Source: an optimization exercise on an open RTL-to-GDS flow (aim: a short achievable clock period and few clock cycles). Production flows keep margins and buffers that such runs may drop.
The RTL was checked by simulation tests, not by an equivalence proof against the original design.
Power is estimated from default activity; no workload was simulated.

[flow/design.v]
module packed_12bit_deserializer (
    input  wire        clk,
    input  wire        rst,
    input  wire        start,
    input  wire        in_valid,
    input  wire [8:0]  in_data,
    output wire        in_ready,
    output wire        busy,
    output wire        done,
    output wire        err,
    output wire        ok,
    input  wire [3:0]  reg_addr,
    output reg  [31:0] reg_rdata,
    output reg         wr_en,
    output reg  [31:0] wr_addr,
    output reg  [15:0] wr_row,
    output reg  [15:0] wr_col,
    output reg  [15:0] wr_data
);
    localparam [2:0] ST_IDLE    = 3'd0,
                     ST_HEADER  = 3'd1,
                     ST_PAYLOAD = 3'd2,
                     ST_DRAIN   = 3'd3,
                     ST_DONE    = 3'd4;
    localparam [2:0] ERR_NONE  = 3'd0,
                     ERR_TRUNC = 3'd1,
                     ERR_MAGIC = 3'd2,
                     ERR_FMT   = 3'd3,
                     ERR_SHAPE = 3'd4;
    localparam [7:0] HDR_LAST = 8'd163;
    localparam [7:0] FMT_CODE = 8'd9;
    reg  [2:0]  st;
    reg  [7:0]  hcnt;
    reg  [7:0]  magic0, magic1, magic2, magic3;
    reg  [7:0]  pixfmt;
    reg  [15:0] width;
    reg  [15:0] height;
    reg         hdrv;
    reg  [31:0] expect_r;
    reg  [31:0] scnt;
    reg  [2:0]  errc;
    reg         busy_r, done_r, rdy_r, err_r, ok_r;
    reg         in_hdr, in_pay, in_drn;
    reg  [1:0]  ph;
    reg  [7:0]  b0, b1;
    reg         magic_ok, fmt_ok;
    reg  [31:0] mul_a;
    reg  [15:0] mul_b;
    reg  [31:0] prod;
    reg  [31:0] idx;
    reg  [15:0] row, col;
    reg         col_last, row_last, full;
    reg  [15:0] wm2, hm2;
    reg         w_is1, h_is1, wh_zero;
    assign busy     = busy_r;
    assign done     = done_r;
    assign in_ready = rdy_r;
    assign err      = err_r;
    assign ok       = ok_r;
    wire       xfer    = in_valid && rdy_r && !start;
    wire       is_end  = in_data[8];
    wire [7:0] byte_in = in_data[7:0];
    wire       xbyte   = xfer && !is_end;
    wire       xend    = xfer && is_end;
    wire       hdr_last = (hcnt == HDR_LAST);
    wire        smp_ev   = xbyte && in_pay && (ph != 2'd0);
    wire [11:0] smp_data = ph[1] ? {byte_in, b1[7:4]} : {byte_in[3:0], b0};
    wire        grp_ev   = xbyte && in_pay && ph[1];
    wire        place    = smp_ev && !full;
    wire        begin_run = start && !busy_r;
    always @(posedge clk) begin
        if (rst || begin_run) begin
            st        <= rst ? ST_IDLE : ST_HEADER;
            busy_r    <= !rst;
            rdy_r     <= !rst;
            in_hdr    <= !rst;
            done_r    <= 1'b0;
            err_r     <= 1'b0;
            ok_r      <= 1'b0;
            in_pay    <= 1'b0;
            in_drn    <= 1'b0;
            hcnt      <= 8'd0;
            magic0    <= 8'd0;
            magic1    <= 8'd0;
            magic2    <= 8'd0;
            magic3    <= 8'd0;
            pixfmt    <= 8'd0;
            width     <= 16'd0;
            height    <= 16'd0;
            hdrv      <= 1'b0;
            expect_r  <= 32'd0;
            scnt      <= 32'd0;
            errc      <= ERR_NONE;
            ph        <= 2'd0;
            b0        <= 8'd0;
            b1        <= 8'd0;
            magic_ok  <= 1'b0;
            fmt_ok    <= 1'b0;
            mul_a     <= 32'd0;
            mul_b     <= 16'd0;
            prod      <= 32'd0;
            idx       <= 32'd0;
            row       <= 16'd0;
            col       <= 16'd0;
            col_last  <= 1'b0;
            row_last  <= 1'b0;
            full      <= 1'b1;
            wm2       <= 16'd0;
            hm2       <= 16'd0;
            w_is1     <= 1'b0;
            h_is1     <= 1'b0;
            wh_zero   <= 1'b1;
            wr_en     <= 1'b0;
            wr_addr   <= 32'd0;
            wr_row    <= 16'd0;
            wr_col    <= 16'd0;
            wr_data   <= 16'd0;
        end else begin
            magic_ok <= (magic0 == 8'h43) && (magic1 == 8'h4D) &&
                        (magic2 == 8'h56) && (magic3 == 8'h69);
            fmt_ok   <= (pixfmt == FMT_CODE);
            wm2      <= width - 16'd2;
            hm2      <= height - 16'd2;
            w_is1    <= (width == 16'd1);
            h_is1    <= (height == 16'd1);
            wh_zero  <= (width == 16'd0) || (height == 16'd0);
            if (in_hdr && hcnt == 8'd12) begin
                mul_a <= {16'd0, width};
                mul_b <= height;
                prod  <= 32'd0;
            end else begin
                if (mul_b[0])
                    prod <= prod + mul_a;
                mul_a <= {mul_a[30:0], 1'b0};
                mul_b <= {1'b0, mul_b[15:1]};
            end
            wr_en <= place;
            if (place) begin
                wr_addr <= idx;
                wr_row  <= row;
                wr_col  <= col;
                wr_data <= {4'd0, smp_data};
                idx     <= idx + 32'd1;
                if (col_last) begin
                    col      <= 16'd0;
                    row      <= row + 16'd1;
                    col_last <= w_is1;
                    row_last <= (row == hm2);
                    full     <= row_last;
                end else begin
                    col      <= col + 16'd1;
                    col_last <= (col == wm2);
                end
            end
            if (grp_ev) begin
                if (scnt[31:1] != 31'h7FFF_FFFF)
                    scnt <= scnt + 32'd2;
                else
                    scnt <= 32'hFFFF_FFFF;
            end
            if (xbyte && in_pay)
                ph <= ph[1] ? 2'd0 : ph + 2'd1;
            if (xbyte && in_pay && ph == 2'd0)
                b0 <= byte_in;
            if (xbyte && in_pay && ph == 2'd1)
                b1 <= byte_in;
            if (xbyte && in_hdr) begin
                case (hcnt)
                    8'd0:  magic0       <= byte_in;
                    8'd1:  magic1       <= byte_in;
                    8'd2:  magic2       <= byte_in;
                    8'd3:  magic3       <= byte_in;
                    8'd4:  pixfmt       <= byte_in;
                    8'd8:  width[7:0]   <= byte_in;
                    8'd9:  width[15:8]  <= byte_in;
                    8'd10: height[7:0]  <= byte_in;
                    8'd11: height[15:8] <= byte_in;
                    default: ;
                endcase
                hcnt <= hcnt + 8'd1;
                if (hdr_last) begin
                    in_hdr <= 1'b0;
                    if (!magic_ok) begin
                        errc   <= ERR_MAGIC;
                        err_r  <= 1'b1;
                        st     <= ST_DRAIN;
                        in_drn <= 1'b1;
                    end else if (!fmt_ok) begin
                        errc   <= ERR_FMT;
                        err_r  <= 1'b1;
                        st     <= ST_DRAIN;
                        in_drn <= 1'b1;
                    end else begin
                        hdrv     <= 1'b1;
                        expect_r <= prod;
                        st       <= ST_PAYLOAD;
                        in_pay   <= 1'b1;
                        full     <= wh_zero;
                        col_last <= w_is1;
                        row_last <= h_is1;
                    end
                end
            end
            if (xend) begin
                st     <= ST_DONE;
                busy_r <= 1'b0;
                rdy_r  <= 1'b0;
                done_r <= 1'b1;
                in_hdr <= 1'b0;
                in_pay <= 1'b0;
                in_drn <= 1'b0;
                if (in_hdr) begin
                    errc  <= ERR_TRUNC;
                    err_r <= 1'b1;
                end else if (in_pay && scnt != expect_r) begin
                    errc  <= ERR_SHAPE;
                    err_r <= 1'b1;
                end else if (in_pay) begin
                    ok_r  <= 1'b1;
                end
            end
        end
    end
    wire [31:0] rd_r [0:7];
    wire [31:0] rd_w;
    assign rd_r[0] = {23'd0, hdrv, 1'b0, errc, 1'b0, st};
    assign rd_r[1] = {magic3, magic2, magic1, magic0};
    assign rd_r[2] = {24'd0, pixfmt};
    assign rd_r[3] = {16'd0, width};
    assign rd_r[4] = {16'd0, height};
    assign rd_r[5] = expect_r;
    assign rd_r[6] = scnt;
    assign rd_r[7] = {24'd0, hcnt};
    wire [31:0] rd_rn [0:7];
    assign rd_rn[0] = ~rd_r[0];
    assign rd_rn[1] = ~rd_r[1];
    assign rd_rn[2] = ~rd_r[2];
    assign rd_rn[3] = ~rd_r[3];
    assign rd_rn[4] = ~rd_r[4];
    assign rd_rn[5] = ~rd_r[5];
    assign rd_rn[6] = ~rd_r[6];
    assign rd_rn[7] = ~rd_r[7];
    wire [3:0] rd_f0;
    p12_rd_dec2 #(.J(2'd0)) u_rd_f0_0 (.a1(reg_addr[2]), .a0(reg_addr[1]), .f(rd_f0[0]));
    p12_rd_dec2 #(.J(2'd1)) u_rd_f0_1 (.a1(reg_addr[2]), .a0(reg_addr[1]), .f(rd_f0[1]));
    p12_rd_dec2 #(.J(2'd2)) u_rd_f0_2 (.a1(reg_addr[2]), .a0(reg_addr[1]), .f(rd_f0[2]));
    p12_rd_dec2 #(.J(2'd3)) u_rd_f0_3 (.a1(reg_addr[2]), .a0(reg_addr[1]), .f(rd_f0[3]));
    wire [3:0] rd_f1;
    p12_rd_dec2 #(.J(2'd0)) u_rd_f1_0 (.a1(reg_addr[2]), .a0(reg_addr[1]), .f(rd_f1[0]));
    p12_rd_dec2 #(.J(2'd1)) u_rd_f1_1 (.a1(reg_addr[2]), .a0(reg_addr[1]), .f(rd_f1[1]));
    p12_rd_dec2 #(.J(2'd2)) u_rd_f1_2 (.a1(reg_addr[2]), .a0(reg_addr[1]), .f(rd_f1[2]));
    p12_rd_dec2 #(.J(2'd3)) u_rd_f1_3 (.a1(reg_addr[2]), .a0(reg_addr[1]), .f(rd_f1[3]));
    wire [3:0] rd_f2;
    p12_rd_dec2 #(.J(2'd0)) u_rd_f2_0 (.a1(reg_addr[2]), .a0(reg_addr[0]), .f(rd_f2[0]));
    p12_rd_dec2 #(.J(2'd1)) u_rd_f2_1 (.a1(reg_addr[2]), .a0(reg_addr[0]), .f(rd_f2[1]));
    p12_rd_dec2 #(.J(2'd2)) u_rd_f2_2 (.a1(reg_addr[2]), .a0(reg_addr[0]), .f(rd_f2[2]));
    p12_rd_dec2 #(.J(2'd3)) u_rd_f2_3 (.a1(reg_addr[2]), .a0(reg_addr[0]), .f(rd_f2[3]));
    wire [3:0] rd_f3;
    p12_rd_dec2 #(.J(2'd0)) u_rd_f3_0 (.a1(reg_addr[2]), .a0(reg_addr[0]), .f(rd_f3[0]));
    p12_rd_dec2 #(.J(2'd1)) u_rd_f3_1 (.a1(reg_addr[2]), .a0(reg_addr[0]), .f(rd_f3[1]));
    p12_rd_dec2 #(.J(2'd2)) u_rd_f3_2 (.a1(reg_addr[2]), .a0(reg_addr[0]), .f(rd_f3[2]));
    p12_rd_dec2 #(.J(2'd3)) u_rd_f3_3 (.a1(reg_addr[2]), .a0(reg_addr[0]), .f(rd_f3[3]));
    wire [3:0] rd_f4;
    p12_rd_dec2 #(.J(2'd0)) u_rd_f4_0 (.a1(reg_addr[1]), .a0(reg_addr[0]), .f(rd_f4[0]));
    p12_rd_dec2 #(.J(2'd1)) u_rd_f4_1 (.a1(reg_addr[1]), .a0(reg_addr[0]), .f(rd_f4[1]));
    p12_rd_dec2 #(.J(2'd2)) u_rd_f4_2 (.a1(reg_addr[1]), .a0(reg_addr[0]), .f(rd_f4[2]));
    p12_rd_dec2 #(.J(2'd3)) u_rd_f4_3 (.a1(reg_addr[1]), .a0(reg_addr[0]), .f(rd_f4[3]));
    wire [3:0] rd_f5;
    p12_rd_dec2 #(.J(2'd0)) u_rd_f5_0 (.a1(reg_addr[1]), .a0(reg_addr[0]), .f(rd_f5[0]));
    p12_rd_dec2 #(.J(2'd1)) u_rd_f5_1 (.a1(reg_addr[1]), .a0(reg_addr[0]), .f(rd_f5[1]));
    p12_rd_dec2 #(.J(2'd2)) u_rd_f5_2 (.a1(reg_addr[1]), .a0(reg_addr[0]), .f(rd_f5[2]));
    p12_rd_dec2 #(.J(2'd3)) u_rd_f5_3 (.a1(reg_addr[1]), .a0(reg_addr[0]), .f(rd_f5[3]));
    wire [3:0] rd_f6;
    p12_rd_dec2 #(.J(2'd0)) u_rd_f6_0 (.a1(reg_addr[1]), .a0(reg_addr[0]), .f(rd_f6[0]));
    p12_rd_dec2 #(.J(2'd1)) u_rd_f6_1 (.a1(reg_addr[1]), .a0(reg_addr[0]), .f(rd_f6[1]));
    p12_rd_dec2 #(.J(2'd2)) u_rd_f6_2 (.a1(reg_addr[1]), .a0(reg_addr[0]), .f(rd_f6[2]));
    p12_rd_dec2 #(.J(2'd3)) u_rd_f6_3 (.a1(reg_addr[1]), .a0(reg_addr[0]), .f(rd_f6[3]));
    wire [3:0] rd_f7;
    p12_rd_dec2 #(.J(2'd0)) u_rd_f7_0 (.a1(reg_addr[1]), .a0(reg_addr[0]), .f(rd_f7[0]));
    p12_rd_dec2 #(.J(2'd1)) u_rd_f7_1 (.a1(reg_addr[1]), .a0(reg_addr[0]), .f(rd_f7[1]));
    p12_rd_dec2 #(.J(2'd2)) u_rd_f7_2 (.a1(reg_addr[1]), .a0(reg_addr[0]), .f(rd_f7[2]));
    p12_rd_dec2 #(.J(2'd3)) u_rd_f7_3 (.a1(reg_addr[1]), .a0(reg_addr[0]), .f(rd_f7[3]));
    wire rd_g0_0; p12_rd_mux2i u_rd_g0_0 (.s(reg_addr[0]), .d0n(rd_rn[0][0]), .d1n(rd_rn[1][0]), .y(rd_g0_0));
    wire rd_g0_1; p12_rd_mux2i u_rd_g0_1 (.s(reg_addr[0]), .d0n(rd_rn[2][0]), .d1n(rd_rn[3][0]), .y(rd_g0_1));
    wire rd_g0_2; p12_rd_mux2i u_rd_g0_2 (.s(reg_addr[0]), .d0n(rd_rn[4][0]), .d1n(rd_rn[5][0]), .y(rd_g0_2));
    wire rd_g0_3; p12_rd_mux2i u_rd_g0_3 (.s(reg_addr[0]), .d0n(rd_rn[6][0]), .d1n(rd_rn[7][0]), .y(rd_g0_3));
    wire rd_y0_0; p12_rd_aoi22 u_rd_y0_0 (.a1(rd_f0[0]), .a2(rd_g0_0), .b1(rd_f0[1]), .b2(rd_g0_1), .y(rd_y0_0));
    wire rd_y0_1; p12_rd_aoi22 u_rd_y0_1 (.a1(rd_f0[2]), .a2(rd_g0_2), .b1(rd_f0[3]), .b2(rd_g0_3), .y(rd_y0_1));
    p12_rd_aoi21 u_rd_q0 (.a1(rd_y0_0), .a2(rd_y0_1), .b1(reg_addr[3]), .y(rd_w[0]));
    wire rd_g1_0; p12_rd_mux2i u_rd_g1_0 (.s(reg_addr[0]), .d0n(rd_rn[0][1]), .d1n(rd_rn[1][1]), .y(rd_g1_0));
    wire rd_g1_1; p12_rd_mux2i u_rd_g1_1 (.s(reg_addr[0]), .d0n(rd_rn[2][1]), .d1n(rd_rn[3][1]), .y(rd_g1_1));
    wire rd_g1_2; p12_rd_mux2i u_rd_g1_2 (.s(reg_addr[0]), .d0n(rd_rn[4][1]), .d1n(rd_rn[5][1]), .y(rd_g1_2));
    wire rd_g1_3; p12_rd_mux2i u_rd_g1_3 (.s(reg_addr[0]), .d0n(rd_rn[6][1]), .d1n(rd_rn[7][1]), .y(rd_g1_3));
    wire rd_y1_0; p12_rd_aoi22 u_rd_y1_0 (.a1(rd_f0[0]), .a2(rd_g1_0), .b1(rd_f0[1]), .b2(rd_g1_1), .y(rd_y1_0));
    wire rd_y1_1; p12_rd_aoi22 u_rd_y1_1 (.a1(rd_f0[2]), .a2(rd_g1_2), .b1(rd_f0[3]), .b2(rd_g1_3), .y(rd_y1_1));
    p12_rd_aoi21 u_rd_q1 (.a1(rd_y1_0), .a2(rd_y1_1), .b1(reg_addr[3]), .y(rd_w[1]));
    wire rd_g2_0; p12_rd_mux2i u_rd_g2_0 (.s(reg_addr[0]), .d0n(rd_rn[0][2]), .d1n(rd_rn[1][2]), .y(rd_g2_0));
    wire rd_g2_1; p12_rd_mux2i u_rd_g2_1 (.s(reg_addr[0]), .d0n(rd_rn[2][2]), .d1n(rd_rn[3][2]), .y(rd_g2_1));
    wire rd_g2_2; p12_rd_mux2i u_rd_g2_2 (.s(reg_addr[0]), .d0n(rd_rn[4][2]), .d1n(rd_rn[5][2]), .y(rd_g2_2));
    wire rd_g2_3; p12_rd_mux2i u_rd_g2_3 (.s(reg_addr[0]), .d0n(rd_rn[6][2]), .d1n(rd_rn[7][2]), .y(rd_g2_3));
    wire rd_y2_0; p12_rd_aoi22 u_rd_y2_0 (.a1(rd_f0[0]), .a2(rd_g2_0), .b1(rd_f0[1]), .b2(rd_g2_1), .y(rd_y2_0));
    wire rd_y2_1; p12_rd_aoi22 u_rd_y2_1 (.a1(rd_f0[2]), .a2(rd_g2_2), .b1(rd_f0[3]), .b2(rd_g2_3), .y(rd_y2_1));
    p12_rd_aoi21 u_rd_q2 (.a1(rd_y2_0), .a2(rd_y2_1), .b1(reg_addr[3]), .y(rd_w[2]));
    wire rd_g3_0; p12_rd_nor2b u_rd_g3_0 (.s(reg_addr[0]), .dn(rd_rn[1][3]), .y(rd_g3_0));
    wire rd_g3_1; p12_rd_mux2i u_rd_g3_1 (.s(reg_addr[0]), .d0n(rd_rn[2][3]), .d1n(rd_rn[3][3]), .y(rd_g3_1));
    wire rd_g3_2; p12_rd_mux2i u_rd_g3_2 (.s(reg_addr[0]), .d0n(rd_rn[4][3]), .d1n(rd_rn[5][3]), .y(rd_g3_2));
    wire rd_g3_3; p12_rd_mux2i u_rd_g3_3 (.s(reg_addr[0]), .d0n(rd_rn[6][3]), .d1n(rd_rn[7][3]), .y(rd_g3_3));
    wire rd_y3_0; p12_rd_aoi22 u_rd_y3_0 (.a1(rd_f0[0]), .a2(rd_g3_0), .b1(rd_f0[1]), .b2(rd_g3_1), .y(rd_y3_0));
    wire rd_y3_1; p12_rd_aoi22 u_rd_y3_1 (.a1(rd_f0[2]), .a2(rd_g3_2), .b1(rd_f0[3]), .b2(rd_g3_3), .y(rd_y3_1));
    p12_rd_aoi21 u_rd_q3 (.a1(rd_y3_0), .a2(rd_y3_1), .b1(reg_addr[3]), .y(rd_w[3]));
    wire rd_g4_0; p12_rd_mux2i u_rd_g4_0 (.s(reg_addr[0]), .d0n(rd_rn[0][4]), .d1n(rd_rn[1][4]), .y(rd_g4_0));
    wire rd_g4_1; p12_rd_mux2i u_rd_g4_1 (.s(reg_addr[0]), .d0n(rd_rn[2][4]), .d1n(rd_rn[3][4]), .y(rd_g4_1));
    wire rd_g4_2; p12_rd_mux2i u_rd_g4_2 (.s(reg_addr[0]), .d0n(rd_rn[4][4]), .d1n(rd_rn[5][4]), .y(rd_g4_2));
    wire rd_g4_3; p12_rd_mux2i u_rd_g4_3 (.s(reg_addr[0]), .d0n(rd_rn[6][4]), .d1n(rd_rn[7][4]), .y(rd_g4_3));
    wire rd_y4_0; p12_rd_aoi22 u_rd_y4_0 (.a1(rd_f1[0]), .a2(rd_g4_0), .b1(rd_f1[1]), .b2(rd_g4_1), .y(rd_y4_0));
    wire rd_y4_1; p12_rd_aoi22 u_rd_y4_1 (.a1(rd_f1[2]), .a2(rd_g4_2), .b1(rd_f1[3]), .b2(rd_g4_3), .y(rd_y4_1));
    p12_rd_aoi21 u_rd_q4 (.a1(rd_y4_0), .a2(rd_y4_1), .b1(reg_addr[3]), .y(rd_w[4]));
    wire rd_g5_0; p12_rd_mux2i u_rd_g5_0 (.s(reg_addr[0]), .d0n(rd_rn[0][5]), .d1n(rd_rn[1][5]), .y(rd_g5_0));
    wire rd_g5_1; p12_rd_mux2i u_rd_g5_1 (.s(reg_addr[0]), .d0n(rd_rn[2][5]), .d1n(rd_rn[3][5]), .y(rd_g5_1));
    wire rd_g5_2; p12_rd_mux2i u_rd_g5_2 (.s(reg_addr[0]), .d0n(rd_rn[4][5]), .d1n(rd_rn[5][5]), .y(rd_g5_2));
    wire rd_g5_3; p12_rd_mux2i u_rd_g5_3 (.s(reg_addr[0]), .d0n(rd_rn[6][5]), .d1n(rd_rn[7][5]), .y(rd_g5_3));
    wire rd_y5_0; p12_rd_aoi22 u_rd_y5_0 (.a1(rd_f1[0]), .a2(rd_g5_0), .b1(rd_f1[1]), .b2(rd_g5_1), .y(rd_y5_0));
    wire rd_y5_1; p12_rd_aoi22 u_rd_y5_1 (.a1(rd_f1[2]), .a2(rd_g5_2), .b1(rd_f1[3]), .b2(rd_g5_3), .y(rd_y5_1));
    p12_rd_aoi21 u_rd_q5 (.a1(rd_y5_0), .a2(rd_y5_1), .b1(reg_addr[3]), .y(rd_w[5]));
    wire rd_g6_0; p12_rd_mux2i u_rd_g6_0 (.s(reg_addr[0]), .d0n(rd_rn[0][6]), .d1n(rd_rn[1][6]), .y(rd_g6_0));
    wire rd_g6_1; p12_rd_mux2i u_rd_g6_1 (.s(reg_addr[0]), .d0n(rd_rn[2][6]), .d1n(rd_rn[3][6]), .y(rd_g6_1));
    wire rd_g6_2; p12_rd_mux2i u_rd_g6_2 (.s(reg_addr[0]), .d0n(rd_rn[4][6]), .d1n(rd_rn[5][6]), .y(rd_g6_2));
    wire rd_g6_3; p12_rd_mux2i u_rd_g6_3 (.s(reg_addr[0]), .d0n(rd_rn[6][6]), .d1n(rd_rn[7][6]), .y(rd_g6_3));
    wire rd_y6_0; p12_rd_aoi22 u_rd_y6_0 (.a1(rd_f1[0]), .a2(rd_g6_0), .b1(rd_f1[1]), .b2(rd_g6_1), .y(rd_y6_0));
    wire rd_y6_1; p12_rd_aoi22 u_rd_y6_1 (.a1(rd_f1[2]), .a2(rd_g6_2), .b1(rd_f1[3]), .b2(rd_g6_3), .y(rd_y6_1));
    p12_rd_aoi21 u_rd_q6 (.a1(rd_y6_0), .a2(rd_y6_1), .b1(reg_addr[3]), .y(rd_w[6]));
    wire rd_g7_0; p12_rd_nor2b u_rd_g7_0 (.s(reg_addr[0]), .dn(rd_rn[1][7]), .y(rd_g7_0));
    wire rd_g7_1; p12_rd_mux2i u_rd_g7_1 (.s(reg_addr[0]), .d0n(rd_rn[2][7]), .d1n(rd_rn[3][7]), .y(rd_g7_1));
    wire rd_g7_2; p12_rd_mux2i u_rd_g7_2 (.s(reg_addr[0]), .d0n(rd_rn[4][7]), .d1n(rd_rn[5][7]), .y(rd_g7_2));
    wire rd_g7_3; p12_rd_mux2i u_rd_g7_3 (.s(reg_addr[0]), .d0n(rd_rn[6][7]), .d1n(rd_rn[7][7]), .y(rd_g7_3));
    wire rd_y7_0; p12_rd_aoi22 u_rd_y7_0 (.a1(rd_f1[0]), .a2(rd_g7_0), .b1(rd_f1[1]), .b2(rd_g7_1), .y(rd_y7_0));
    wire rd_y7_1; p12_rd_aoi22 u_rd_y7_1 (.a1(rd_f1[2]), .a2(rd_g7_2), .b1(rd_f1[3]), .b2(rd_g7_3), .y(rd_y7_1));
    p12_rd_aoi21 u_rd_q7 (.a1(rd_y7_0), .a2(rd_y7_1), .b1(reg_addr[3]), .y(rd_w[7]));
    wire rd_g8_0; p12_rd_nor2 u_rd_g8_0 (.a(reg_addr[1]), .b(rd_rn[0][8]), .y(rd_g8_0));
    wire rd_g8_1; p12_rd_mux2i u_rd_g8_1 (.s(reg_addr[1]), .d0n(rd_rn[1][8]), .d1n(rd_rn[3][8]), .y(rd_g8_1));
    wire rd_g8_2; p12_rd_mux2i u_rd_g8_2 (.s(reg_addr[1]), .d0n(rd_rn[4][8]), .d1n(rd_rn[6][8]), .y(rd_g8_2));
    wire rd_g8_3; p12_rd_nor2 u_rd_g8_3 (.a(reg_addr[1]), .b(rd_rn[5][8]), .y(rd_g8_3));
    wire rd_y8_0; p12_rd_aoi22 u_rd_y8_0 (.a1(rd_f2[0]), .a2(rd_g8_0), .b1(rd_f2[1]), .b2(rd_g8_1), .y(rd_y8_0));
    wire rd_y8_1; p12_rd_aoi22 u_rd_y8_1 (.a1(rd_f2[2]), .a2(rd_g8_2), .b1(rd_f2[3]), .b2(rd_g8_3), .y(rd_y8_1));
    p12_rd_aoi21 u_rd_q8 (.a1(rd_y8_0), .a2(rd_y8_1), .b1(reg_addr[3]), .y(rd_w[8]));
    wire rd_g9_1; p12_rd_mux2i u_rd_g9_1 (.s(reg_addr[1]), .d0n(rd_rn[1][9]), .d1n(rd_rn[3][9]), .y(rd_g9_1));
    wire rd_g9_2; p12_rd_mux2i u_rd_g9_2 (.s(reg_addr[1]), .d0n(rd_rn[4][9]), .d1n(rd_rn[6][9]), .y(rd_g9_2));
    wire rd_g9_3; p12_rd_nor2 u_rd_g9_3 (.a(reg_addr[1]), .b(rd_rn[5][9]), .y(rd_g9_3));
    wire rd_y9_0; p12_rd_aoi22 u_rd_y9_0 (.a1(rd_f2[1]), .a2(rd_g9_1), .b1(rd_f2[2]), .b2(rd_g9_2), .y(rd_y9_0));
    wire rd_y9_1; p12_rd_nand2 u_rd_y9_1 (.a(rd_f2[3]), .b(rd_g9_3), .y(rd_y9_1));
    p12_rd_aoi21 u_rd_q9 (.a1(rd_y9_0), .a2(rd_y9_1), .b1(reg_addr[3]), .y(rd_w[9]));
    wire rd_g10_1; p12_rd_mux2i u_rd_g10_1 (.s(reg_addr[1]), .d0n(rd_rn[1][10]), .d1n(rd_rn[3][10]), .y(rd_g10_1));
    wire rd_g10_2; p12_rd_mux2i u_rd_g10_2 (.s(reg_addr[1]), .d0n(rd_rn[4][10]), .d1n(rd_rn[6][10]), .y(rd_g10_2));
    wire rd_g10_3; p12_rd_nor2 u_rd_g10_3 (.a(reg_addr[1]), .b(rd_rn[5][10]), .y(rd_g10_3));
    wire rd_y10_0; p12_rd_aoi22 u_rd_y10_0 (.a1(rd_f2[1]), .a2(rd_g10_1), .b1(rd_f2[2]), .b2(rd_g10_2), .y(rd_y10_0));
    wire rd_y10_1; p12_rd_nand2 u_rd_y10_1 (.a(rd_f2[3]), .b(rd_g10_3), .y(rd_y10_1));
    p12_rd_aoi21 u_rd_q10 (.a1(rd_y10_0), .a2(rd_y10_1), .b1(reg_addr[3]), .y(rd_w[10]));
    wire rd_g11_1; p12_rd_mux2i u_rd_g11_1 (.s(reg_addr[1]), .d0n(rd_rn[1][11]), .d1n(rd_rn[3][11]), .y(rd_g11_1));
    wire rd_g11_2; p12_rd_mux2i u_rd_g11_2 (.s(reg_addr[1]), .d0n(rd_rn[4][11]), .d1n(rd_rn[6][11]), .y(rd_g11_2));
    wire rd_g11_3; p12_rd_nor2 u_rd_g11_3 (.a(reg_addr[1]), .b(rd_rn[5][11]), .y(rd_g11_3));
    wire rd_y11_0; p12_rd_aoi22 u_rd_y11_0 (.a1(rd_f2[1]), .a2(rd_g11_1), .b1(rd_f2[2]), .b2(rd_g11_2), .y(rd_y11_0));
    wire rd_y11_1; p12_rd_nand2 u_rd_y11_1 (.a(rd_f2[3]), .b(rd_g11_3), .y(rd_y11_1));
    p12_rd_aoi21 u_rd_q11 (.a1(rd_y11_0), .a2(rd_y11_1), .b1(reg_addr[3]), .y(rd_w[11]));
    wire rd_g12_1; p12_rd_mux2i u_rd_g12_1 (.s(reg_addr[1]), .d0n(rd_rn[1][12]), .d1n(rd_rn[3][12]), .y(rd_g12_1));
    wire rd_g12_2; p12_rd_mux2i u_rd_g12_2 (.s(reg_addr[1]), .d0n(rd_rn[4][12]), .d1n(rd_rn[6][12]), .y(rd_g12_2));
    wire rd_g12_3; p12_rd_nor2 u_rd_g12_3 (.a(reg_addr[1]), .b(rd_rn[5][12]), .y(rd_g12_3));
    wire rd_y12_0; p12_rd_aoi22 u_rd_y12_0 (.a1(rd_f3[1]), .a2(rd_g12_1), .b1(rd_f3[2]), .b2(rd_g12_2), .y(rd_y12_0));
    wire rd_y12_1; p12_rd_nand2 u_rd_y12_1 (.a(rd_f3[3]), .b(rd_g12_3), .y(rd_y12_1));
    p12_rd_aoi21 u_rd_q12 (.a1(rd_y12_0), .a2(rd_y12_1), .b1(reg_addr[3]), .y(rd_w[12]));
    wire rd_g13_1; p12_rd_mux2i u_rd_g13_1 (.s(reg_addr[1]), .d0n(rd_rn[1][13]), .d1n(rd_rn[3][13]), .y(rd_g13_1));
    wire rd_g13_2; p12_rd_mux2i u_rd_g13_2 (.s(reg_addr[1]), .d0n(rd_rn[4][13]), .d1n(rd_rn[6][13]), .y(rd_g13_2));
    wire rd_g13_3; p12_rd_nor2 u_rd_g13_3 (.a(reg_addr[1]), .b(rd_rn[5][13]), .y(rd_g13_3));
    wire rd_y13_0; p12_rd_aoi22 u_rd_y13_0 (.a1(rd_f3[1]), .a2(rd_g13_1), .b1(rd_f3[2]), .b2(rd_g13_2), .y(rd_y13_0));
    wire rd_y13_1; p12_rd_nand2 u_rd_y13_1 (.a(rd_f3[3]), .b(rd_g13_3), .y(rd_y13_1));
    p12_rd_aoi21 u_rd_q13 (.a1(rd_y13_0), .a2(rd_y13_1), .b1(reg_addr[3]), .y(rd_w[13]));
    wire rd_g14_1; p12_rd_mux2i u_rd_g14_1 (.s(reg_addr[1]), .d0n(rd_rn[1][14]), .d1n(rd_rn[3][14]), .y(rd_g14_1));
    wire rd_g14_2; p12_rd_mux2i u_rd_g14_2 (.s(reg_addr[1]), .d0n(rd_rn[4][14]), .d1n(rd_rn[6][14]), .y(rd_g14_2));
    wire rd_g14_3; p12_rd_nor2 u_rd_g14_3 (.a(reg_addr[1]), .b(rd_rn[5][14]), .y(rd_g14_3));
    wire rd_y14_0; p12_rd_aoi22 u_rd_y14_0 (.a1(rd_f3[1]), .a2(rd_g14_1), .b1(rd_f3[2]), .b2(rd_g14_2), .y(rd_y14_0));
    wire rd_y14_1; p12_rd_nand2 u_rd_y14_1 (.a(rd_f3[3]), .b(rd_g14_3), .y(rd_y14_1));
    p12_rd_aoi21 u_rd_q14 (.a1(rd_y14_0), .a2(rd_y14_1), .b1(reg_addr[3]), .y(rd_w[14]));
    wire rd_g15_1; p12_rd_mux2i u_rd_g15_1 (.s(reg_addr[1]), .d0n(rd_rn[1][15]), .d1n(rd_rn[3][15]), .y(rd_g15_1));
    wire rd_g15_2; p12_rd_mux2i u_rd_g15_2 (.s(reg_addr[1]), .d0n(rd_rn[4][15]), .d1n(rd_rn[6][15]), .y(rd_g15_2));
    wire rd_g15_3; p12_rd_nor2 u_rd_g15_3 (.a(reg_addr[1]), .b(rd_rn[5][15]), .y(rd_g15_3));
    wire rd_y15_0; p12_rd_aoi22 u_rd_y15_0 (.a1(rd_f3[1]), .a2(rd_g15_1), .b1(rd_f3[2]), .b2(rd_g15_2), .y(rd_y15_0));
    wire rd_y15_1; p12_rd_nand2 u_rd_y15_1 (.a(rd_f3[3]), .b(rd_g15_3), .y(rd_y15_1));
    p12_rd_aoi21 u_rd_q15 (.a1(rd_y15_0), .a2(rd_y15_1), .b1(reg_addr[3]), .y(rd_w[15]));
    wire rd_g16_1; p12_rd_mux2i u_rd_g16_1 (.s(reg_addr[2]), .d0n(rd_rn[1][16]), .d1n(rd_rn[5][16]), .y(rd_g16_1));
    wire rd_g16_2; p12_rd_nor2b u_rd_g16_2 (.s(reg_addr[2]), .dn(rd_rn[6][16]), .y(rd_g16_2));
    wire rd_y16_0; p12_rd_aoi22 u_rd_y16_0 (.a1(rd_f4[1]), .a2(rd_g16_1), .b1(rd_f4[2]), .b2(rd_g16_2), .y(rd_y16_0));
    p12_rd_nor2 u_rd_q16 (.a(rd_y16_0), .b(reg_addr[3]), .y(rd_w[16]));
    wire rd_g17_1; p12_rd_mux2i u_rd_g17_1 (.s(reg_addr[2]), .d0n(rd_rn[1][17]), .d1n(rd_rn[5][17]), .y(rd_g17_1));
    wire rd_g17_2; p12_rd_nor2b u_rd_g17_2 (.s(reg_addr[2]), .dn(rd_rn[6][17]), .y(rd_g17_2));
    wire rd_y17_0; p12_rd_aoi22 u_rd_y17_0 (.a1(rd_f4[1]), .a2(rd_g17_1), .b1(rd_f4[2]), .b2(rd_g17_2), .y(rd_y17_0));
    p12_rd_nor2 u_rd_q17 (.a(rd_y17_0), .b(reg_addr[3]), .y(rd_w[17]));
    wire rd_g18_1; p12_rd_mux2i u_rd_g18_1 (.s(reg_addr[2]), .d0n(rd_rn[1][18]), .d1n(rd_rn[5][18]), .y(rd_g18_1));
    wire rd_g18_2; p12_rd_nor2b u_rd_g18_2 (.s(reg_addr[2]), .dn(rd_rn[6][18]), .y(rd_g18_2));
    wire rd_y18_0; p12_rd_aoi22 u_rd_y18_0 (.a1(rd_f4[1]), .a2(rd_g18_1), .b1(rd_f4[2]), .b2(rd_g18_2), .y(rd_y18_0));
    p12_rd_nor2 u_rd_q18 (.a(rd_y18_0), .b(reg_addr[3]), .y(rd_w[18]));
    wire rd_g19_1; p12_rd_mux2i u_rd_g19_1 (.s(reg_addr[2]), .d0n(rd_rn[1][19]), .d1n(rd_rn[5][19]), .y(rd_g19_1));
    wire rd_g19_2; p12_rd_nor2b u_rd_g19_2 (.s(reg_addr[2]), .dn(rd_rn[6][19]), .y(rd_g19_2));
    wire rd_y19_0; p12_rd_aoi22 u_rd_y19_0 (.a1(rd_f4[1]), .a2(rd_g19_1), .b1(rd_f4[2]), .b2(rd_g19_2), .y(rd_y19_0));
    p12_rd_nor2 u_rd_q19 (.a(rd_y19_0), .b(reg_addr[3]), .y(rd_w[19]));
    wire rd_g20_1; p12_rd_mux2i u_rd_g20_1 (.s(reg_addr[2]), .d0n(rd_rn[1][20]), .d1n(rd_rn[5][20]), .y(rd_g20_1));
    wire rd_g20_2; p12_rd_nor2b u_rd_g20_2 (.s(reg_addr[2]), .dn(rd_rn[6][20]), .y(rd_g20_2));
    wire rd_y20_0; p12_rd_aoi22 u_rd_y20_0 (.a1(rd_f5[1]), .a2(rd_g20_1), .b1(rd_f5[2]), .b2(rd_g20_2), .y(rd_y20_0));
    p12_rd_nor2 u_rd_q20 (.a(rd_y20_0), .b(reg_addr[3]), .y(rd_w[20]));
    wire rd_g21_1; p12_rd_mux2i u_rd_g21_1 (.s(reg_addr[2]), .d0n(rd_rn[1][21]), .d1n(rd_rn[5][21]), .y(rd_g21_1));
    wire rd_g21_2; p12_rd_nor2b u_rd_g21_2 (.s(reg_addr[2]), .dn(rd_rn[6][21]), .y(rd_g21_2));
    wire rd_y21_0; p12_rd_aoi22 u_rd_y21_0 (.a1(rd_f5[1]), .a2(rd_g21_1), .b1(rd_f5[2]), .b2(rd_g21_2), .y(rd_y21_0));
    p12_rd_nor2 u_rd_q21 (.a(rd_y21_0), .b(reg_addr[3]), .y(rd_w[21]));
    wire rd_g22_1; p12_rd_mux2i u_rd_g22_1 (.s(reg_addr[2]), .d0n(rd_rn[1][22]), .d1n(rd_rn[5][22]), .y(rd_g22_1));
    wire rd_g22_2; p12_rd_nor2b u_rd_g22_2 (.s(reg_addr[2]), .dn(rd_rn[6][22]), .y(rd_g22_2));
    wire rd_y22_0; p12_rd_aoi22 u_rd_y22_0 (.a1(rd_f5[1]), .a2(rd_g22_1), .b1(rd_f5[2]), .b2(rd_g22_2), .y(rd_y22_0));
    p12_rd_nor2 u_rd_q22 (.a(rd_y22_0), .b(reg_addr[3]), .y(rd_w[22]));
    wire rd_g23_1; p12_rd_mux2i u_rd_g23_1 (.s(reg_addr[2]), .d0n(rd_rn[1][23]), .d1n(rd_rn[5][23]), .y(rd_g23_1));
    wire rd_g23_2; p12_rd_nor2b u_rd_g23_2 (.s(reg_addr[2]), .dn(rd_rn[6][23]), .y(rd_g23_2));
    wire rd_y23_0; p12_rd_aoi22 u_rd_y23_0 (.a1(rd_f5[1]), .a2(rd_g23_1), .b1(rd_f5[2]), .b2(rd_g23_2), .y(rd_y23_0));
    p12_rd_nor2 u_rd_q23 (.a(rd_y23_0), .b(reg_addr[3]), .y(rd_w[23]));
    wire rd_g24_1; p12_rd_mux2i u_rd_g24_1 (.s(reg_addr[2]), .d0n(rd_rn[1][24]), .d1n(rd_rn[5][24]), .y(rd_g24_1));
    wire rd_g24_2; p12_rd_nor2b u_rd_g24_2 (.s(reg_addr[2]), .dn(rd_rn[6][24]), .y(rd_g24_2));
    wire rd_y24_0; p12_rd_aoi22 u_rd_y24_0 (.a1(rd_f6[1]), .a2(rd_g24_1), .b1(rd_f6[2]), .b2(rd_g24_2), .y(rd_y24_0));
    p12_rd_nor2 u_rd_q24 (.a(rd_y24_0), .b(reg_addr[3]), .y(rd_w[24]));
    wire rd_g25_1; p12_rd_mux2i u_rd_g25_1 (.s(reg_addr[2]), .d0n(rd_rn[1][25]), .d1n(rd_rn[5][25]), .y(rd_g25_1));
    wire rd_g25_2; p12_rd_nor2b u_rd_g25_2 (.s(reg_addr[2]), .dn(rd_rn[6][25]), .y(rd_g25_2));
    wire rd_y25_0; p12_rd_aoi22 u_rd_y25_0 (.a1(rd_f6[1]), .a2(rd_g25_1), .b1(rd_f6[2]), .b2(rd_g25_2), .y(rd_y25_0));
    p12_rd_nor2 u_rd_q25 (.a(rd_y25_0), .b(reg_addr[3]), .y(rd_w[25]));
    wire rd_g26_1; p12_rd_mux2i u_rd_g26_1 (.s(reg_addr[2]), .d0n(rd_rn[1][26]), .d1n(rd_rn[5][26]), .y(rd_g26_1));
    wire rd_g26_2; p12_rd_nor2b u_rd_g26_2 (.s(reg_addr[2]), .dn(rd_rn[6][26]), .y(rd_g26_2));
    wire rd_y26_0; p12_rd_aoi22 u_rd_y26_0 (.a1(rd_f6[1]), .a2(rd_g26_1), .b1(rd_f6[2]), .b2(rd_g26_2), .y(rd_y26_0));
    p12_rd_nor2 u_rd_q26 (.a(rd_y26_0), .b(reg_addr[3]), .y(rd_w[26]));
    wire rd_g27_1; p12_rd_mux2i u_rd_g27_1 (.s(reg_addr[2]), .d0n(rd_rn[1][27]), .d1n(rd_rn[5][27]), .y(rd_g27_1));
    wire rd_g27_2; p12_rd_nor2b u_rd_g27_2 (.s(reg_addr[2]), .dn(rd_rn[6][27]), .y(rd_g27_2));
    wire rd_y27_0; p12_rd_aoi22 u_rd_y27_0 (.a1(rd_f6[1]), .a2(rd_g27_1), .b1(rd_f6[2]), .b2(rd_g27_2), .y(rd_y27_0));
    p12_rd_nor2 u_rd_q27 (.a(rd_y27_0), .b(reg_addr[3]), .y(rd_w[27]));
    wire rd_g28_1; p12_rd_mux2i u_rd_g28_1 (.s(reg_addr[2]), .d0n(rd_rn[1][28]), .d1n(rd_rn[5][28]), .y(rd_g28_1));
    wire rd_g28_2; p12_rd_nor2b u_rd_g28_2 (.s(reg_addr[2]), .dn(rd_rn[6][28]), .y(rd_g28_2));
    wire rd_y28_0; p12_rd_aoi22 u_rd_y28_0 (.a1(rd_f7[1]), .a2(rd_g28_1), .b1(rd_f7[2]), .b2(rd_g28_2), .y(rd_y28_0));
    p12_rd_nor2 u_rd_q28 (.a(rd_y28_0), .b(reg_addr[3]), .y(rd_w[28]));
    wire rd_g29_1; p12_rd_mux2i u_rd_g29_1 (.s(reg_addr[2]), .d0n(rd_rn[1][29]), .d1n(rd_rn[5][29]), .y(rd_g29_1));
    wire rd_g29_2; p12_rd_nor2b u_rd_g29_2 (.s(reg_addr[2]), .dn(rd_rn[6][29]), .y(rd_g29_2));
    wire rd_y29_0; p12_rd_aoi22 u_rd_y29_0 (.a1(rd_f7[1]), .a2(rd_g29_1), .b1(rd_f7[2]), .b2(rd_g29_2), .y(rd_y29_0));
    p12_rd_nor2 u_rd_q29 (.a(rd_y29_0), .b(reg_addr[3]), .y(rd_w[29]));
    wire rd_g30_1; p12_rd_mux2i u_rd_g30_1 (.s(reg_addr[2]), .d0n(rd_rn[1][30]), .d1n(rd_rn[5][30]), .y(rd_g30_1));
    wire rd_g30_2; p12_rd_nor2b u_rd_g30_2 (.s(reg_addr[2]), .dn(rd_rn[6][30]), .y(rd_g30_2));
    wire rd_y30_0; p12_rd_aoi22 u_rd_y30_0 (.a1(rd_f7[1]), .a2(rd_g30_1), .b1(rd_f7[2]), .b2(rd_g30_2), .y(rd_y30_0));
    p12_rd_nor2 u_rd_q30 (.a(rd_y30_0), .b(reg_addr[3]), .y(rd_w[30]));
    wire rd_g31_1; p12_rd_mux2i u_rd_g31_1 (.s(reg_addr[2]), .d0n(rd_rn[1][31]), .d1n(rd_rn[5][31]), .y(rd_g31_1));
    wire rd_g31_2; p12_rd_nor2b u_rd_g31_2 (.s(reg_addr[2]), .dn(rd_rn[6][31]), .y(rd_g31_2));
    wire rd_y31_0; p12_rd_aoi22 u_rd_y31_0 (.a1(rd_f7[1]), .a2(rd_g31_1), .b1(rd_f7[2]), .b2(rd_g31_2), .y(rd_y31_0));
    p12_rd_nor2 u_rd_q31 (.a(rd_y31_0), .b(reg_addr[3]), .y(rd_w[31]));
    always @(*) reg_rdata = rd_w;
endmodule
module p12_rd_dec2 #(parameter [1:0] J = 2'd0) (input wire a1, input wire a0, output wire f);
    assign f = ({a1, a0} == J);
endmodule
module p12_rd_mux2 (input wire s, input wire d0, input wire d1, output wire y);
    assign y = s ? d1 : d0;
endmodule
module p12_rd_mux2i (input wire s, input wire d0n, input wire d1n, output wire y);
    assign y = !(s ? d1n : d0n);
endmodule
module p12_rd_nor2b (input wire s, input wire dn, output wire y);
    assign y = s && !dn;
endmodule
module p12_rd_andn (input wire s, input wire d, output wire y);
    assign y = !s && d;
endmodule
module p12_rd_and2 (input wire s, input wire d, output wire y);
    assign y = s && d;
endmodule
module p12_rd_aoi22 (input wire a1, input wire a2, input wire b1, input wire b2, output wire y);
    assign y = !((a1 && a2) || (b1 && b2));
endmodule
module p12_rd_nand2 (input wire a, input wire b, output wire y);
    assign y = !(a && b);
endmodule
module p12_rd_inv (input wire a, output wire y);
    assign y = !a;
endmodule
module p12_rd_aoi21 (input wire a1, input wire a2, input wire b1, output wire y);
    assign y = !((a1 && a2) || b1);
endmodule
module p12_rd_nor2 (input wire a, input wire b, output wire y);
    assign y = !(a || b);
endmodule
module p12_rd_muxz (input wire s, input wire z, input wire d0, input wire d1, output wire y);
    assign y = !z && (s ? d1 : d0);
endmodule
module p12_rd_hiz (input wire s, input wire z, input wire d, output wire y);
    assign y = !z && s && d;
endmodule
module p12_rd_loz (input wire s, input wire z, input wire d, output wire y);
    assign y = !z && !s && d;
endmodule
[flow/run.sh]
#!/bin/bash
# synth_recipe.tcl (not shown) runs the flow's synth.tcl, then flattens the netlist and writes it again
# the make line also repeats each setting of config.mk as NAME=value (left out here)
make -C /OpenROAD-flow-scripts/flow DESIGN_CONFIG=/design/flow/config.mk WORK_HOME=/design/flow/orfs CLKGATE_MAP_FILE= SYNTH_SCRIPT=/design/flow/synth_recipe.tcl finish
[flow/config.mk]
export PLATFORM = sky130hd
export DESIGN_NAME = packed_12bit_deserializer
export DESIGN_NICKNAME = packed_12bit_deserializer
export VERILOG_FILES = /design/flow/design.v
export SDC_FILE = /design/flow/constraint.sdc
export NUM_CORES = 4
export LEC_CHECK = 0
export ABC_CLOCK_PERIOD_IN_PS = 500
export CAP_MARGIN = 20
export CORE_MARGIN = 2
export CORE_UTILIZATION = 40
export SETUP_SLACK_MARGIN = 4.3
export SLEW_MARGIN = 20
export SYNTH_HIERARCHICAL = 1
[flow/constraint.sdc]
create_clock -name core_clock -period 8.0 [get_ports {clk}]
set_input_delay 1.6000 -clock core_clock [delete_from_list [all_inputs] [get_ports {clk}]]
set_output_delay 1.6000 -clock core_clock [all_outputs]
set_load 0.01 [all_outputs]
==> run summary <==
==> stage by stage <==
step	hold WS, ps	setup WS [ps]	instances	total power [mW]
global placement	426.9	2558	3178	2.385
CTS	440.2	3762	3302	4.625
finish	426.7	3752	3319	4.590
global route	458.7	3722	3319	4.733
detailed placement	429.3	2558	3178	2.388
floorplan	421.8	4307	2479	2.321
==> per-layer routing <==
metal  up-vias  global-route usage  routed length [um]
met5         -                   0                   0
met4         0             0.07813                1996
met3        94             0.03156                3039
met2       414              0.3678               28760
met1      8407              0.3035               28350
li1       8574                   -                   -
==> cell families after synthesis <==
| group | count (synthesis) | share of synthesized area |
|---|---|---|
| and+or+nand+nor | 955 | 0.2207 |
| DFF | 432 | 0.4173 |
| AOI/OAI and AO/OA | 396 | 0.1220 |
| buffers and inverters | 296 | 0.05511 |
| xor gates and xnor gates | 184 | 0.07732 |
| muxes | 170 | 0.08176 |
| adders and majority gates | 42 | 0.02557 |
| other | 1 | 0.0001799 |
==> critical path, cell delays in order <==
cell and delay (ps):
buf_16 130, buf_16 160, nor2b_4 130, buf_6 120
buf_6 100, a22oi_2 180, a21oi_2 70, buf_2 140
==> timing repair <==
item / CTS / global route
cloned: 9 / 1
pin swaps: 36 / 20
hold endpoints to repair: 0 / 0
buffers inserted: 30 / 16
setup endpoints to repair: 168 / 74
resized for setup: 210 / 32
==> layout make-up <==
cell class	count	area (um2)	area share
multi-input cells	1752	11380	0.4501
repair buffers	201	2113	0.08361
well taps	680	850.8	0.03366
clock inverters	13	180.2	0.007128
inverters	169	634.4	0.02510
flip-flops and latches	432	8698	0.3441
clock buffers	72	1423	0.05628
==> report_power, final <==
part	switching (mW)	leakage, nW	internal, mW
Combinational	0.130	4.64	0.0754
Sequential	0.00748	3.50	2.17
Clock	0.907	0.787	1.30
==> modules after synthesis, one instance, submodules excluded, a selection <==
| module | cells inside | times used |
|---|---|---|
| p12_rd_mux2i | 1 | 62 |
| p12_rd_nor2 | 1 | 25 |
| p12_rd_nand2 | 1 | 7 |
| packed_12bit_deserializer | 2284 | 1 |
| p12_rd_aoi22 | 1 | 41 |
| p12_rd_nor2b | 1 | 18 |
==> synth_stat cells (41+ instances only) <==
| cell | count |
|---|---|
| nand4_1 | 52 |
| ha_1 | 41 |
| inv_1 | 169 |
| xor2_1 | 66 |
| nand2_1 | 363 |
| xnor2_1 | 118 |
| nor2_1 | 275 |
| clkbuf_1 | 108 |
| and3_1 | 41 |
| dfxtp_1 | 427 |
| mux2i_1 | 168 |
| nand3_1 | 58 |
| a21oi_1 | 230 |
| a22oi_2 | 41 |
==> how the worst max path moves through the flow <==
stage | start | depth (start not counted) | slack [ps] | to
detailed placement | reg_addr[0] | 6 | 2560 | reg_rdata[9]
floorplan | reg_addr[2] | 3 | 4310 | reg_rdata[0]
CTS | reg_addr[0] | 8 | 3760 | reg_rdata[13]
finish | reg_addr[0] | 8 | 3750 | reg_rdata[13]
global placement | reg_addr[1] | 5 | 2560 | reg_rdata[15]
global route | reg_addr[0] | 8 | 3720 | reg_rdata[15]
==> flip-flops by register name, indices dropped and copies added, names as in the netlist, 12 cells and up <==
signal and cells:
height 16, mul_b 16, prod 32, col 16, wm2 16, hm2 16
wr_row 16, wr_addr 32, width 16, scnt 32, mul_a 32, idx 32
expect_r 32, wr_col 16, wr_data 12, row 16
==> run_results.csv <==
group,metric,value,unit
timing,post-route-period-util,0.5311,
worst_hold_path,worst_hold_path.num_cells,2,
logic_synthesis,synth_top_area_cell,"dfxtp_1",
clocking,htreeDepth,2,
logic_synthesis,ys_seq_elements,432,
worst_setup_path,reg2reg_to,"prod[30]",
worst_hold_path,min-delay-start,"mul_b[9]",
die,rows,83,
worst_setup_path,r2r_slack,4740,ps
worst_setup_path,criticalPathCategory,"in -> out",
timing,rsz0062_at_grt,"true",
timing,setup_viol,0,
layout,stdcell_area,0.02528,mm2
logic_synthesis,syn_area_per_cell,8.418,um2
route,ant_nets,0,
global_route,grt_max_degree,215,
worst_hold_path,holdPathEnd,"mul_b[8]",
layout,layout-drive-gt1-share,0.1277,
timing,timing.final.crit_period,4248,ps
timing,fmax,235.4,MHz
die,ioPinCount,135,
logic_synthesis,synthTopCellsByArea,"dfxtp_1, mux2i_1, nand2_1, a21oi_1, xnor2_1",
layout,num_antenna_cells,0,
route,post_drt_wl_per_cell,18.72,um
power,power_leakage,8.922,nW
timing,drv_slew,0,
logic_synthesis,netlist_area,0.02084,mm2
die,die_h,232.3,um
worst_hold_path,hold_class,"reg -> reg",
placement,dp_hpwl,42000,um
global_route,grt_pass1_vias,16560,
route,drcViolationCount,0,
worst_setup_path,r2r_cells,12,
die,coreArea,0.05141,mm2
route,via_per_inst,5.269,
clocking,insertion_delay,600,ps
layout,layout.nets,2663,
placement,port_buffers,130,
worst_setup_path,worstPathArrival,2650,ps
placement,placed_area,0.02264,mm2
die,start_util,0.4055,
logic_synthesis,yosysTopAreaCellShare,0.4101,
layout,final_cell_mix,"dfxtp_1, nand2_1, nor2_1",
route,drt_wl_total,62140,um
clocking,cts.sinks,432,
timing,finalHoldViolCount,0,
timing,tightestPinTransition,1150,ps
logic_synthesis,ys.flop_type,"dfxtp_1",
die,die_area,0.05395,mm2
route,vias,17490,
worst_setup_path,start_kind,"primary input",
route,first_iter_violations,1272,
logic_synthesis,syn_inst,2476,
status,outcome,"no timing/DRC/antenna violations",
timing,final.setup_skew,22.69,ps
logic_synthesis,yosysSeqAreaShare,0.4173,
route,drt_pre_antenna_iters,6,
die,dieWidth,232.3,um
global_route,grtUsageTotal,0.2253,
logic_synthesis,yosysWarnings,7,
layout,final_common_cell,"dfxtp_1",
placement,globalplace.congestion,0.9102,
worst_setup_path,rr_startpoint,"mul_a[0]",
clocking,path_clk_slew,60,ps
worst_setup_path,cp.required,6400,ps
global_route,gr-total-overflow,0,
clocking,clockRootBuffer,"clkbuf_16",
timing,finalSetupTns,0,ps
layout,fillers,4913,
logic_synthesis,yosysUniqueCellTypes,61,
worst_setup_path,worstPathMaxFanout,8,
power,power_density,181.6,mW/mm2
layout,final_util,0.4917,
global_route,grt_first_pass_wirelength,94980,um
clocking,cts_buffers,48,
flow_run,max-cap-violations,0,
clocking,holdBufCountCts,0,
worst_setup_path,end_kind,"output port",
layout,syn_to_final_growth,21.27,%
global_route,antenna_found_initial,0,
logic_synthesis,synthArstFlopShare,0,
power,peakVddDrop,0.0001451,V
logic_synthesis,synth_edf_count,5,
clocking,clockBufferDepth,3,
timing,max_slew_margin,0.2307,
clocking,cts_tree,"built",
Testbench counts, summed over its fixed seeds: cycles 123,173.

[what the ideal ports hide]
Ports are ideal in the flow. The routed layout listed here was re-timed in OpenROAD.
Step 1 (the two cells are an assumption about what drives the block):
set clk [get_ports {clk}]
set_driving_cell -lib_cell sky130_fd_sc_hd__clkbuf_16 $clk
set_driving_cell -lib_cell sky130_fd_sc_hd__buf_2 [delete_from_list [all_inputs] $clk]
Step 2 moves the port delays by t, midway between the first and last clock arrival at a register: inputs arrive t later, outputs are due t later. That takes back most of the time a late clock gives input paths.
a / b / c = ideal ports / drivers / drivers and shift; a / b = the first two.
t, ns: 0.649
slack for setup (ns): 3.752 / 3.597 / 3.597
worst setup path after step 2: input to output
worst data-port slew with drivers (ns): 0.25
After both steps setup and hold are still met in this run. For this run, drivers alone change the setup slack by -0.155 ns; drivers and shift together by -0.155 ns.
